This design comes from an exercise in tuning for small area, a short achievable clock period and few clock cycles per item on the open sky130 flow, not from production work.
Power and IR drop assume default switching activity.

==> inputs of 08-23 <==
// hs1_codec
module hs1_codec (
    input  wire        clk,
    input  wire        rst,
    input  wire        bus_valid,
    input  wire        bus_write,
    input  wire [11:0] bus_addr,
    input  wire [31:0] bus_wdata,
    output reg  [31:0] bus_rdata,
    output reg         bus_err,
    output wire        busy,
    output wire        irq
);
    localparam [31:0] ID_VALUE = 32'h48533101;
    localparam [3:0] OP_NOP = 4'h0, OP_CONF = 4'h1, OP_DEC = 4'h2,
                     OP_ENC = 4'h3, OP_REL  = 4'h4;
    localparam [1:0] ST_UNCONF = 2'b00, ST_KEYED = 2'b01, ST_RELEASED = 2'b10;
    localparam [3:0] E_OK = 4'd0, E_UNKNOWN_TYPE = 4'd1, E_BAD_MSG_LEN = 4'd2,
                     E_BAD_IV_LEN = 4'd3, E_BAD_PLAIN_LEN = 4'd4,
                     E_SIG_FAIL = 4'd5, E_NOT_CONF = 4'd6, E_BAD_KEY_LEN = 4'd7,
                     E_ILLEGAL = 4'd8;
    localparam [159:0] SHA1_IV = 160'h67452301_EFCDAB89_98BADCFE_10325476_C3D2E1F0;
    localparam [31:0] K1 = 32'h5A827999, K2 = 32'h6ED9EBA1,
                      K3 = 32'h8F1BBCDC, K4 = 32'hCA62C1D6;
    reg [511:0] enc_stage, int_stage;      
    reg [127:0] iv_buf;
    reg [511:0] data_in;
  ...
clock: 10.0 ns
lec_check: 0
cap_margin: 40
cell_pad_in_sites_detail_placement: 2
cell_pad_in_sites_global_placement: 2
core_margin: 2
core_utilization: 35
place_density: 0.5
setup_slack_margin: 5
slew_margin: 20
run.sh (not shown) runs the stock make flow with config.mk's settings and CLKGATE_MAP_FILE= SYNTH_SCRIPT=/design/flow/synth_recipe.tcl, a recipe that flattens the netlist after the stock synthesis.
==> inputs of 02-12, as changes to 08-23 <==
--- a/flow/design.v
+++ b/flow/design.v
@@ -22,20 +22,17 @@
             for (s = 1; s < 32; s = s * 2)
                 for (i = 31; i >= s; i = i - 1) begin
                     g[i] = g[i] | (t[i] & g[i-s]);
                     t[i] = t[i] & t[i-s];
                 end
             add_pp = p ^ {g[30:0], 1'b0};
         end
     endfunction
-    wire [31:0] ra = {a[26:0], a[31:27]};
-    wire [31:0] cs = ra ^ fq ^ p0;
-    wire [31:0] cc = (ra & fq) | (ra & p0) | (fq & p0);
-    assign a1 = add_pp(cs, {cc[30:0], 1'b0});
+    assign a1 = {a[26:0], a[31:27]} + fq + p0;
     assign a2 = add_pp({a1[26:0], a1[31:27]}, x1);
 endmodule
 module hs1_codec (
     input  wire        clk,
     input  wire        rst,
     input  wire        bus_valid,
     input  wire        bus_write,
     input  wire [11:0] bus_addr,
@@ -413,36 +410,46 @@
             h2 <= h3;
             h3 <= is_conf ? {a, b, c, d, e} : h0;
         end
         if (busy_r && ph_setup && st == 3'd2)
             xpad <= xpad_new;
         if (wr_out)
             data_out <= is_dec ? dec_out : enc_out;
     end
-    wire [31:0] wd   = bus_wdata & {32{~clr}};
     wire [15:0] wsel = 16'd1 << off[5:2];
     genvar gi;
     generate
         for (gi = 0; gi < 16; gi = gi + 1) begin : g_wr
             always @(posedge clk) begin
-                if (clr || (wr_enc && wsel[gi])) enc_stage[511 - 32*gi -: 32] <= wd;
-                if (clr || (wr_int && wsel[gi])) int_stage[511 - 32*gi -: 32] <= wd;
-                if (clr || (wr_din && wsel[gi])) data_in[511 - 32*gi -: 32]   <= wd;
+                if (clr) begin
+                    enc_stage[511 - 32*gi -: 32] <= 32'd0;
+                    int_stage[511 - 32*gi -: 32] <= 32'd0;
+                    data_in[511 - 32*gi -: 32]   <= 32'd0;
+                end else begin
+                    if (wr_enc && wsel[gi]) enc_stage[511 - 32*gi -: 32] <= bus_wdata;
+                    if (wr_int && wsel[gi]) int_stage[511 - 32*gi -: 32] <= bus_wdata;
+                    if (wr_din && wsel[gi]) data_in[511 - 32*gi -: 32]   <= bus_wdata;
+                end
             end
         end
         for (gi = 0; gi < 4; gi = gi + 1) begin : g_wr_iv
             always @(posedge clk) begin
-                if (clr || (wr_iv && wsel[gi])) iv_buf[127 - 32*gi -: 32] <= wd;
+                if (clr)
+                    iv_buf[127 - 32*gi -: 32] <= 32'd0;
+                else if (wr_iv && wsel[gi])
+                    iv_buf[127 - 32*gi -: 32] <= bus_wdata;
             end
         end
     endgenerate
     always @(posedge clk) begin
-        if (clr || wr_len)
-            len_r <= wd;
+        if (clr)
+            len_r <= 32'd0;
+        else if (wr_len)
+            len_r <= bus_wdata;
     end
     always @(posedge clk) begin
         if (rst || sreset) begin
             dout_v    <= 1'b0;
             state     <= ST_UNCONF;
             busy_r    <= 1'b0;
             act_type  <= 3'd0;
             err_code  <= 4'd0;
CORE_UTILIZATION = 45   (was 35)
PLACE_DENSITY = 0.6   (was 0.5)
==> inputs of 02-09, as changes to 08-23 <==
CELL_PAD_IN_SITES_DETAIL_PLACEMENT = 1   (was 2)
CELL_PAD_IN_SITES_GLOBAL_PLACEMENT = 1   (was 2)
CORE_UTILIZATION = 40   (was 35)
CTS_BUF_LIST = sky130_fd_sc_hd__clkbuf_8   (was unset)
PLACE_DENSITY = 0.55   (was 0.5)
SETUP_SLACK_MARGIN = 4   (was 5)
==> impl_summary.log <==
INFO  metric placedCellCount = 23092
INFO  metric most_common_library_cells_after_synthesis = nand2_1 (5227), a21oi_1 (2789), dfxtp_1 (2600), clkbuf_1 (1269), edfxtp_1 (1095)
INFO  metric cts.htree.levels = 5
INFO  metric synth_fp_nets = 19391
INFO  metric status = aborted with a tool error
INFO  metric synth-edff-count = 1095
INFO  metric stop_stage = global routing
INFO  metric synth.lib_cells_used.distinct = 89
INFO  metric yosysTopAreaCell = dfxtp_1
INFO  metric flow.first_error = [ERROR GRT-0228] Horizontal edge usage exceeds the maximum allowed. (40, 47) usage=65535 limit=3200
INFO  metric synthMostInstantiatedCell = nand2_1
[end of results for 02-12]
==> impl_summary.log <==
INFO  metric status = finished clean
INFO  metric synth_fp_nets = 13512
INFO  metric n_antenna_cell = 42
INFO  metric fp-row-count = 251
INFO  metric synth-edff-count = 2791
INFO  metric placedCellCount = 19051
INFO  metric worst_slack = 3.77 ns
INFO  metric synthMostInstantiatedCell = edfxtp_1
INFO  metric cts.htree.levels = 5
INFO  metric cellPowerDensity = 200 nW/um2
INFO  metric most_common_library_cells_after_synthesis = edfxtp_1 (2791), nand2_1 (1603), a21oi_1 (1103), dfxtp_1 (904), o21ai_0 (830)
INFO  metric yosysTopAreaCell = edfxtp_1
[end of results for 08-23]
==> impl_summary.log <==
INFO  metric status = finished clean
INFO  metric synth-edff-count = 2791
INFO  metric synthMostInstantiatedCell = edfxtp_1
INFO  metric yosysTopAreaCell = edfxtp_1
INFO  metric most_common_library_cells_after_synthesis = edfxtp_1 (2791), nand2_1 (1603), a21oi_1 (1103), dfxtp_1 (904), o21ai_0 (830)
INFO  metric placedCellCount = 18285
INFO  metric synth_fp_nets = 13512
INFO  metric routedWlPerCell = 38.4 um
INFO  metric synth.lib_cells_used.distinct = 111
[end of results for 02-09]
No functional check of the RTL was part of any run of this note.

==> re-timing with driven ports <==
In the flow no input, the clock included, has a driving cell. The finished layouts below were timed again as built, in two steps.
Step 1, drivers: a clkbuf_16 drives clk and a buf_2 each remaining input, both assumed.
Step 2 adds t to the input delays and takes it off the output delays; t is the mean of the earliest and latest rising clock arrival at the registers after step 1. Input paths then give back, and output paths get back, about the clock's delay inside the block.
a / b / c = ideal / step 1 / step 2; a / b = the first two.
run	shift t [ns]	setup WS [ns]	hold WS [ns]	worst setup path after step 2	worst slew at a driven data input, ns
08-23	1.140	3.774 / 3.774 / 3.774	0.275 / 0.275 / 0.275	register to register	0.07
02-09	1.368	3.754 / 3.754 / 2.664	0.285 / 0.285 / 0.285	input to register	0.07
After both steps every run listed still meets setup and hold. For 02-09, which loses most, drivers alone change the setup slack by 0.000 ns; drivers and shift together by -1.090 ns.
